This is an optimization exercise on Yosys and OpenROAD, whose aim is small area and a short achievable clock period, not a production implementation. The RTL was checked by simulation tests, not by an equivalence proof against the original design. Power is estimated from default activity; no workload was simulated.

// eac32_inspect
module eac32_inspect (
    input  wire         clk,
    input  wire         rst,
    input  wire         in_valid,
    input  wire [127:0] in_data,
    input  wire [4:0]   in_nbytes,
    input  wire         in_last,
    output reg          rpt_valid,
    output wire [31:0]  rpt_magic,
    output wire [31:0]  rpt_sum,
    output wire [31:0]  rpt_err,
    output wire [31:0]  rpt_explen,
    output wire [31:0]  rpt_lenf,
    output wire [31:0]  rpt_lenb,
    output wire [31:0]  rpt_flags
);
    reg [127:0] d;           
    reg [4:0]   d_nb;
    reg         d_last;
    reg         d_v;         
    reg [31:0]  q;           
    reg         f1, f2;      
    reg         d_short;     
    wire [2:0]  in_nw = in_nbytes[4:2];
    wire        q_clr;
    wire        q_en  = (in_valid & f1) | q_clr;
    wire        q_keep = (in_nw == 3'd0);
    wire [3:0]  q_pick = {4{~q_clr & ~q_keep}} &
                         {in_nbytes[3:2] == 2'd3, in_nbytes[3:2] == 2'd2,
                          in_nbytes[3:2] == 2'd1, in_nbytes[3:2] == 2'd0};
    wire [31:0] q_sel = (d[127:96] & {32{q_pick[1]}}) | (d[95:64] & {32{q_pick[2]}}) |
                        (d[63:32]  & {32{q_pick[3]}}) | (d[31:0]  & {32{q_pick[0]}}) |
                        (q & {32{~q_clr & q_keep}});
    always @(posedge clk) begin
        d_nb   <= in_nbytes;
        d_last <= in_last;
        d_short <= ~f2 & ~(f1 & (in_nw != 3'd0));
        d_v    <= in_valid & ~rst;
        if (in_valid)
            d <= in_data;
        if (rst) begin
            f1 <= 1'b0;
            f2 <= 1'b0;
        end else if (in_valid) begin
            f1 <= ~in_last;
            f2 <= ~in_last & f1;
        end
  ...
clock: 25.0 ns
lec_check: 0
abc_clock_period_in_ps: 6000
cap_margin: 20
core_margin: 2
core_utilization: 60
place_density: 0.7
slew_margin: 20
standard.sh (not shown) runs the stock make flow with config.mk's settings and CLKGATE_MAP_FILE= SYNTH_SCRIPT=/design/flow/synth_recipe.tcl, a recipe that flattens the netlist after the stock synthesis.
==> flow/flow/run.sh <==
#!/bin/bash
# Standard ORFS layout, with plain buffers on the ports, smaller clock
# buffers and no CTS dummy loads, and timing repair aimed below the period.
set -euo pipefail
bash standard.sh \
  "BUFFER_PORTS_ARGS=-buffer_cell sky130_fd_sc_hd__buf_1" \
  "CTS_ARGS=-sink_clustering_enable -repair_clock_nets -dont_use_dummy_load -buf_list {sky130_fd_sc_hd__clkbuf_8 sky130_fd_sc_hd__clkbuf_16} -sink_clustering_size 20 -sink_clustering_max_diameter 80" \
  "SETUP_SLACK_MARGIN=18.72" SKIP_REPAIR_TIE_FANOUT=1 \
  finish > make.log 2>&1
The first run produced a clean layout.
Next try:
--- a/flow/flow/run.sh
+++ b/flow/flow/run.sh
@@ -6,4 +6,4 @@
   "BUFFER_PORTS_ARGS=-buffer_cell sky130_fd_sc_hd__buf_1" \
   "CTS_ARGS=-sink_clustering_enable -repair_clock_nets -dont_use_dummy_load -buf_list {sky130_fd_sc_hd__clkbuf_8 sky130_fd_sc_hd__clkbuf_16} -sink_clustering_size 20 -sink_clustering_max_diameter 80" \
-  "SETUP_SLACK_MARGIN=18.72" SKIP_REPAIR_TIE_FANOUT=1 \
+  "SETUP_SLACK_MARGIN=18.65" SKIP_REPAIR_TIE_FANOUT=1 \
   finish > make.log 2>&1
Clock skew rises by 0.010 ns.
Clock power stays flat.
Fmax stays flat.
First-iteration DRC count is higher by 3.0%.
Worst setup slack is better by 0.0091 ns.
Next try:
--- a/flow/flow/run.sh
+++ b/flow/flow/run.sh
@@ -6,4 +6,4 @@
   "BUFFER_PORTS_ARGS=-buffer_cell sky130_fd_sc_hd__buf_1" \
   "CTS_ARGS=-sink_clustering_enable -repair_clock_nets -dont_use_dummy_load -buf_list {sky130_fd_sc_hd__clkbuf_8 sky130_fd_sc_hd__clkbuf_16} -sink_clustering_size 20 -sink_clustering_max_diameter 80" \
-  "SETUP_SLACK_MARGIN=18.65" SKIP_REPAIR_TIE_FANOUT=1 \
+  "SETUP_SLACK_MARGIN=18.8" SKIP_REPAIR_TIE_FANOUT=1 \
   finish > make.log 2>&1
After rerunning: Routed wire length rose by 1.1%; clock skew fell by 0.041 ns; total power rose by 0.84%; critical path depth does not change; final area rose by 0.72%; maximum frequency stays flat.
Next try:
--- a/flow/flow/run.sh
+++ b/flow/flow/run.sh
@@ -6,4 +6,4 @@
   "BUFFER_PORTS_ARGS=-buffer_cell sky130_fd_sc_hd__buf_1" \
   "CTS_ARGS=-sink_clustering_enable -repair_clock_nets -dont_use_dummy_load -buf_list {sky130_fd_sc_hd__clkbuf_8 sky130_fd_sc_hd__clkbuf_16} -sink_clustering_size 20 -sink_clustering_max_diameter 80" \
-  "SETUP_SLACK_MARGIN=18.8" SKIP_REPAIR_TIE_FANOUT=1 \
+  "SETUP_SLACK_MARGIN=18.65" SKIP_REPAIR_TIE_FANOUT=1 \
   finish > make.log 2>&1
PLACE_DENSITY = 0.85   (was 0.7)
Outcome:
- The changed run finished with timing, DRC and antenna clean
- non-clock buffer count decreases by 10
- setup slack degrades by 0.043 ns
- wire length goes up by 2.1%
- design area barely changes
- core utilization decreases by 0.20 points
- via count went up by 1.1%
- fmax fell by 0.69%
- die area is unchanged
- count of clock-buffer cells in the layout stays the same
- power is lower by 0.44%
Next try:
==> flow/flow/run.sh (replaced) <==
#!/bin/bash
# Standard ORFS layout, with plain buffers on the ports, smaller clock
# buffers and no CTS dummy loads, and timing repair aimed below the period.
set -euo pipefail
bash standard.sh \
  "BUFFER_PORTS_ARGS=-buffer_cell sky130_fd_sc_hd__buf_1" \
  "CTS_ARGS=-sink_clustering_enable -repair_clock_nets -dont_use_dummy_load -buf_list {sky130_fd_sc_hd__clkbuf_16} -sink_clustering_size 25 -sink_clustering_max_diameter 120" \
  "SETUP_SLACK_MARGIN=18.65" SKIP_REPAIR_TIE_FANOUT=1 \
  finish > make.log 2>&1
PLACE_DENSITY = 0.7   (was 0.85)
What happened: Hold slack loses 0.052 ns; worst setup slack degrades by 0.048 ns; die area is unchanged; critical path depth came out higher by 5; register-to-register slack gains 0.08 ns; final cell count is lower by about 0.56%; non-clock buffer count came out lower by 6; final area shrinks by 0.89%; total power decreases by about 2.7%.
Next try:
==> flow/flow/run.sh (replaced) <==
#!/bin/bash
# Standard ORFS layout, with plain buffers on the ports, smaller clock
# buffers and no CTS dummy loads, and timing repair aimed below the period.
set -euo pipefail
bash standard.sh \
  "BUFFER_PORTS_ARGS=-buffer_cell sky130_fd_sc_hd__buf_1" \
  "CTS_ARGS=-sink_clustering_enable -repair_clock_nets -dont_use_dummy_load -buf_list {sky130_fd_sc_hd__clkbuf_8 sky130_fd_sc_hd__clkbuf_16} -sink_clustering_size 20 -sink_clustering_max_diameter 80" \
  "SETUP_SLACK_MARGIN=18.65" SKIP_REPAIR_TIE_FANOUT=1 \
  finish > make.log 2>&1
GPL_TIMING_DRIVEN = 0   (was unset)
What happened: The new run passed the timing, DRC and antenna checks. Wire length came out higher by 2.7%. Final cell count came out higher by 5.5%. Final area came out higher by 4.3%. First-iteration DRC count came out higher by 5.2%.

## what the ideal ports hide
How much do the figures lean on ideal ports? The routed layouts below were timed once more, with nothing changed but the port constraints.
Step 1 (the two cells are an assumption about what drives the block):
set clk [get_ports {clk}]
set_driving_cell -lib_cell sky130_fd_sc_hd__clkbuf_16 $clk
set_driving_cell -lib_cell sky130_fd_sc_hd__buf_2 [delete_from_list [all_inputs] $clk]
Step 2, shift: input delay + t, output delay - t, t = (earliest + latest rising clock arrival at the registers) / 2. This alone moves slack from input paths to output paths.
Three values: ideal ports, drivers, drivers and shift; two values: the first two.
| run | t, ns | setup slack, ns | hold slack, ns | latest minus earliest clock arrival (ns) |
|---|---|---|---|---|
| the first run | 0.544 | 18.780 / 18.732 / 18.255 | 0.419 / 0.419 / 0.419 | 0.056 / 0.057 |
| the second run | 0.542 | 18.789 / 18.740 / 18.314 | 0.438 / 0.438 / 0.438 | 0.066 / 0.067 |
| the third run | 0.548 | 18.790 / 18.740 / 18.308 | 0.412 / 0.412 / 0.412 | 0.025 / 0.026 |
| the fourth run | 0.548 | 18.747 / 18.694 / 18.238 | 0.493 / 0.493 / 0.493 | 0.082 / 0.082 |
| the fifth run | 0.513 | 18.699 / 18.714 / 18.208 | 0.441 / 0.441 / 0.441 | 0.075 / 0.076 |
| the sixth run | 0.551 | 18.701 / 18.698 / 18.146 | 0.416 / 0.416 / 0.416 | 0.029 / 0.029 |
After both steps setup and hold are still met in every run listed. For the sixth run, which loses most, drivers alone change the setup slack by -0.003 ns; drivers and shift together by -0.555 ns.
